This is an optimization exercise on Yosys and OpenROAD, whose aim is small area, a short achievable clock period and few clock cycles per item, not a production implementation. Only simulation tests tie the RTL to the original design; equivalence was not proved. Power and IR drop assume default switching activity.

Design mc10_fsk_runs, start of the top module:
module mc10_fsk_runs (
    input  wire        clk,
    input  wire        rst,
    input  wire        in_valid,
    input  wire [15:0] in_sample,
    input  wire        in_last,
    output wire        in_ready,
    output reg         run_valid,
    output wire [19:0] run_len,
    output reg         done_valid,
    output reg         done_trunc,
    output wire [19:0] done_trunc_idx,
    output wire [19:0] done_count,
    output wire        done_nosig
);
    localparam integer FD  = 55;      
    localparam integer FAW = 6;
    localparam [4:0] S_SCAN  = 5'd0,
                     S_HIGH  = 5'd1,
                     S_LOW   = 5'd2,
                     S_TSTART= 5'd3,
                     S_ROT   = 5'd4,
                     S_BC1   = 5'd5,
                     S_TRUNC = 5'd6,
                     S_DONE  = 5'd7,
                     S_D0    = 5'd8,
                     S_D1    = 5'd9,
                     S_D2    = 5'd10,
                     S_D3    = 5'd11,
                     S_D4    = 5'd12,
                     S_D5    = 5'd13,
                     S_SCEND = 5'd14,
                     S_BC2   = 5'd15,
                     S_BC1B  = 5'd16;
    reg rst_r;
    always @(posedge clk) rst_r <= rst;
    wire rst_o = rst | rst_r;
    reg [15:0]    fmem [0:FD-1];
    reg [FAW-1:0] lpos0, lpos1;       
    reg           lpv0, lpv1;
    reg [FAW-1:0] fhead, ftail, raddr;
    reg [FAW:0]   fcnt;
    reg           in_ready_r;
    assign in_ready = in_ready_r;
    wire        acc = in_valid & in_ready_r;
    reg         iv_r;
    reg  [15:0] is_r;
    reg         il_r;
    wire        push = iv_r;
    always @(posedge clk) begin
        is_r <= in_sample;
        il_r <= in_last;
        if (push)
            fmem[ftail] <= is_r;
    end
    wire [15:0] rd_s = fmem[raddr];
    wire        rd_l = (lpv0 & (lpos0 == raddr)) | (lpv1 & (lpos1 == raddr));
    wire [16:0] rd = {rd_l, rd_s};
    reg [4:0]  state;
    reg        ret_low;           
  ...
For scale: roughly 9,300 cells after synthesis, roughly 2,400 flip-flops, about 85 I/O pins, about 99,000 µm² of cells after synthesis.
Settings: LEC_CHECK=0, ABC_AREA=1, CAP_MARGIN=60, CORE_MARGIN=2, CORE_UTILIZATION=50, CTS_CLUSTER_DIAMETER=100, CTS_CLUSTER_SIZE=22, SETUP_SLACK_MARGIN=5, SLEW_MARGIN=60; clock period 12.0 ns.
run.sh (not shown) runs the stock make flow with config.mk's settings and CLKGATE_MAP_FILE= SYNTH_SCRIPT=/design/flow/synth_recipe.tcl, a recipe that flattens the netlist after the stock synthesis.
Testbench counts at the start, summed over its fixed seeds: cycles 239,378, samples 234,355.
Edit:
--- a/flow/design.v
+++ b/flow/design.v
@@ -298,22 +298,22 @@
     wire signed [15:0] src_a = lv[1] ? ls1 : hs;
     wire signed [15:0] src_h = lv[0] ? ls0 : hs;
     wire signed [16:0] t58e  = {t58[15], t58};
     wire signed [21:0] t58x  = nvt_a ? {{6{t58[15]}}, t58} : 22'sd0;
     wire signed [21:0] t58y  = nvt_h ? {{6{t58[15]}}, t58} : 22'sd0;
     wire signed [15:0] ls1v  = ls1;
     wire signed [15:0] ls0v  = ls0;
     wire signed [21:0] rn_a  = Rn + {{6{ls1v[15]}}, ls1v} - t58x;
     wire signed [21:0] rn_h  = R  + {{6{ls0v[15]}}, ls0v} - t58y;
     wire signed [22:0] Rnx   = {Rn[21], Rn};
-    wire gtA0 = ~ltA0 & (m0 != A);
-    wire gtA1 = ~ltA1 & (m1 != A);
+    wire gtA0 = A < m0;
+    wire gtA1 = A < m1;
     wire gtA2 = A < m2;
     wire gtA3 = A < m3;
     wire ltA0 = m0 < A;
     wire ltA1 = m1 < A;
     wire signed [24:0] h64 = {{3{hsv[15]}}, hsv, 6'd0};
     wire signed [24:0] h4  = {{7{hsv[15]}}, hsv, 2'd0};
     wire signed [24:0] qha = {{2{A[22]}}, A} - h64 + h4;
     wire signed [24:0] qhr = {{3{R[21]}}, R} - h64 + h4;
     wire gtHA = qha[24];
     wire gtHR = qhr[24];
Routed wire length came out lower by 0.35%. Maximum frequency fell by 0.84%. Die area is higher by 0.38%. Clock skew is higher by 7.1 ps. Power went down by 0.68%. Hold slack stays flat.
Testbench counts after the change, summed over its fixed seeds: cycles 239,378, samples 234,355.

[static timing again, ports no longer ideal]
The results above use ideal ports. As a check the final layouts listed here were re-extracted and re-timed, cells and wires unchanged. Step 1 (the two cells are an assumption about what drives the block):
set clk [get_ports {clk}]
set_driving_cell -lib_cell sky130_fd_sc_hd__clkbuf_16 $clk
set_driving_cell -lib_cell sky130_fd_sc_hd__buf_2 [delete_from_list [all_inputs] $clk]
Step 2 times the ports against the registers' clock, not the clock port: input delays grow and output delays shrink by t, the midpoint of the rising clock arrivals with the driver on. Three values: ideal, step 1, step 2; two values: the first two.
run	t, ns	setup slack, ns	slew at the worst register clock pin (ns)
the first run	0.929	7.626 / 7.537 / 7.633	0.11 / 0.11
the second run	0.927	7.589 / 7.503 / 7.713	0.10 / 0.10
After both steps setup and hold are still met in every run listed.
